Background: an optimization exercise with open tools, aiming at small area. Do not read the settings as production practice. Only simulation tests tie the RTL to the original design; equivalence was not proved. Power is estimated from default activity; no workload was simulated.

== v52 ==
// bitpack_codec
module bitpack_codec (
    input  wire       clk,
    input  wire       rst,
    input  wire       enc_in_valid,
    output wire       enc_in_ready,
    input  wire       enc_in_end,
    input  wire [7:0] enc_in_data,
    output wire       enc_out_valid,
    input  wire       enc_out_ready,
    output wire [7:0] enc_out_data,
    output wire       enc_done,
    output wire       enc_collision,
    input  wire       dec_in_valid,
    output wire       dec_in_ready,
    input  wire       dec_in_eof,
    input  wire [7:0] dec_in_data,
    output wire       dec_out_valid,
    input  wire       dec_out_ready,
    output wire [7:0] dec_out_data,
    output wire       dec_done,
    output wire [2:0] dec_status
);
export LEC_CHECK = 0
export CAP_MARGIN = 20
export CORE_MARGIN = 2
export CORE_UTILIZATION = 40
export SLEW_MARGIN = 20
create_clock -name core_clock -period 6.0 [get_ports {clk}]
run.sh (not shown) runs the stock make flow with config.mk's settings and CLKGATE_MAP_FILE= SYNTH_SCRIPT=/design/flow/synth_recipe.tcl, a recipe that flattens the netlist after the stock synthesis.
Modified inputs, v32 compared to v52
==> flow/flow/run.sh (new file) <==
#!/bin/bash
# Own layout flow: the standard synthesis, then the combinational logic
# between the (unchanged) registers is re-mapped by ABC for area; the rest is
# the standard ORFS flow with buf_1 port buffers and a clock tree built
# without dummy loads. Each tool's output goes to a log in this folder.
set -euo pipefail
HERE=$(pwd)
LIB=$FLOW_HOME/platforms/sky130hd/lib/sky130_fd_sc_hd__tt_025C_1v80.lib
YOSYS=$FLOW_HOME/../tools/install/yosys/bin/yosys
R=$HERE/orfs/results/sky130hd/bitpack_codec/base

export BUFFER_PORTS_ARGS="-buffer_cell sky130_fd_sc_hd__buf_1"
export CTS_ARGS="-sink_clustering_enable -repair_clock_nets -dont_use_dummy_load -buf_list {sky130_fd_sc_hd__clkbuf_8 sky130_fd_sc_hd__clkbuf_4}"

bash standard.sh synth > synth.log 2>&1

cp $R/1_2_yosys.v $HERE/std_synth.v
DU=""
for c in $(grep -o 'sky130_fd_sc_hd__\(lpflow\|probe\)[a-z0-9_]*' $FLOW_HOME/platforms/sky130hd/config.mk | sort -u); do
  DU="$DU -dont_use $c"
done
SEQ=$(grep -o '^ *sky130_fd_sc_hd__[a-z0-9_]*' std_synth.v | sort -u | grep -E '__(dfxtp|edfxtp|dfrtp|dfstp|dfbbp|dfxbp|dfrbp|dfsbp|sdf|sedf|dlx|dlr)' | tr '\n' ' ')
cat > remap.ys <<EOS
read_liberty -ignore_miss_func $LIB
read_verilog $HERE/std_synth.v
hierarchy -top $FLOW_TOP
setattr -mod -set keep_hierarchy 1 $SEQ
flatten
opt_clean -purge
abc -liberty $LIB $DU -script $HERE/flow/area.abc
opt_clean -purge
hierarchy -top $FLOW_TOP
blackbox $SEQ
rename -hide w:_*_.*
opt_clean -purge
rename -enumerate
stat -liberty $LIB
write_verilog -noattr -nohex -nodec $HERE/remap_synth.v
EOS
$YOSYS -s remap.ys > remap.log 2>&1
cp $HERE/remap_synth.v $R/1_2_yosys.v

bash standard.sh finish > finish.log 2>&1
==> flow/flow/area.abc (new file) <==
strash
dch -f
map -a
mfs2
strash
dch -f
map -a
topo
==> flow/standard.sh (new file) <==
#!/bin/bash
# synth_recipe.tcl (not shown) runs the flow's synth.tcl, then flattens the netlist and writes it again
# the make line also repeats each setting of config.mk as NAME=value (left out here)
make -C /OpenROAD-flow-scripts/flow DESIGN_CONFIG=/design/flow/config.mk WORK_HOME=/design/flow/orfs CLKGATE_MAP_FILE= SYNTH_SCRIPT=/design/flow/synth_recipe.tcl "${@:-finish}"
removed: flow/run.sh
- Every stage of the flow completed for v32, and the final layout passed the timing, design-rule and antenna checks.
- Comparing v52 and v32, the lower cell count after placement is on v32.
- Sort v52 and v32 by clock network fraction of total power, descending, and v52 comes first.
- Measured against each other, v52 and v32 differ in sequential share of layout area, the lower figure coming from v52.
- A first element of the critical path of enc_in_data[5] is what v52 shows, while enc_in_end belongs to v32.
--- input diff v32..v4 ---
# v32
export LEC_CHECK = 0
export CAP_MARGIN = 20
export CORE_MARGIN = 2
export CORE_UTILIZATION = 40
export SLEW_MARGIN = 20
create_clock -name core_clock -period 6.0 [get_ports {clk}]
# v4
export LEC_CHECK = 0
export CAP_MARGIN = 20
export CORE_MARGIN = 2
export CORE_UTILIZATION = 40
export CTS_BUF_LIST = sky130_fd_sc_hd__clkbuf_8
export SLEW_MARGIN = 20
create_clock -name core_clock -period 6.0 [get_ports {clk}]
==> flow/run.sh (new file) <==
#!/bin/bash
# synth_recipe.tcl (not shown) runs the flow's synth.tcl, then flattens the netlist and writes it again
# the make line also repeats each setting of config.mk as NAME=value (left out here)
make -C /OpenROAD-flow-scripts/flow DESIGN_CONFIG=/design/flow/config.mk WORK_HOME=/design/flow/orfs CLKGATE_MAP_FILE= SYNTH_SCRIPT=/design/flow/synth_recipe.tcl finish
removed: flow/flow/run.sh
removed: flow/flow/area.abc
removed: flow/standard.sh
--- outcome ---
- Re violation count after the first detailed-route iteration: v4 is 56% up on v32.
- Looking at CTS clock-pin slew for the worst setup and hold paths, v4 sits 0.02 ns higher than v32 does.
- Sequential cell fraction of total power | v4 below v32
- Met2 routed wirelength, v4 vs v32: up by more than 10%
- Compared with v32, v4 shows a via count that is 252 higher.
- Critical path depth ended up 6 lower on v4 than on v32.
- Compared with v32, v4 shows a wire length that is about 9% higher.
- | met3 track demand over resource in global routing | higher: v32 |
- Measured against each other, v4 and v32 differ in count of placed standard cells including taps, the lower figure coming from v32.

==> what the ideal ports hide <==
No port has a modelled driver above. Below, the same layouts with a new extraction and two added sets of constraints.
Step 1: set_driving_cell puts a clkbuf_16 on clk and a buf_2 on each other input, an assumption about the parent block.
Step 2 times the ports against the registers' clock, not the clock port: input delays grow and output delays shrink by t, the midpoint of the rising clock arrivals with the driver on.
Slacks: ideal ports / drivers / drivers and shift; pairs: ideal ports / drivers.
run | t (ns) | setup WS [ns] | hold slack, ns | clock arrival spread, ns | worst register clock-pin slew, ns
v52 | 0.378 | 0.304 / 0.281 / 0.281 | 0.478 / 0.478 / 0.478 | 0.004 / 0.003 | 0.06 / 0.06
v32 | 0.379 | 0.501 / 0.482 / 0.472 | 0.462 / 0.462 / 0.462 | 0.025 / 0.025 | 0.08 / 0.08
v4 | 0.411 | 0.293 / 0.270 / 0.270 | 0.487 / 0.487 / 0.487 | 0.009 / 0.009 | 0.08 / 0.08
After both steps setup and hold are still met in every run listed. The setup slack of v32, which loses most, moves by -0.019 ns with the drivers and by -0.029 ns with both steps.
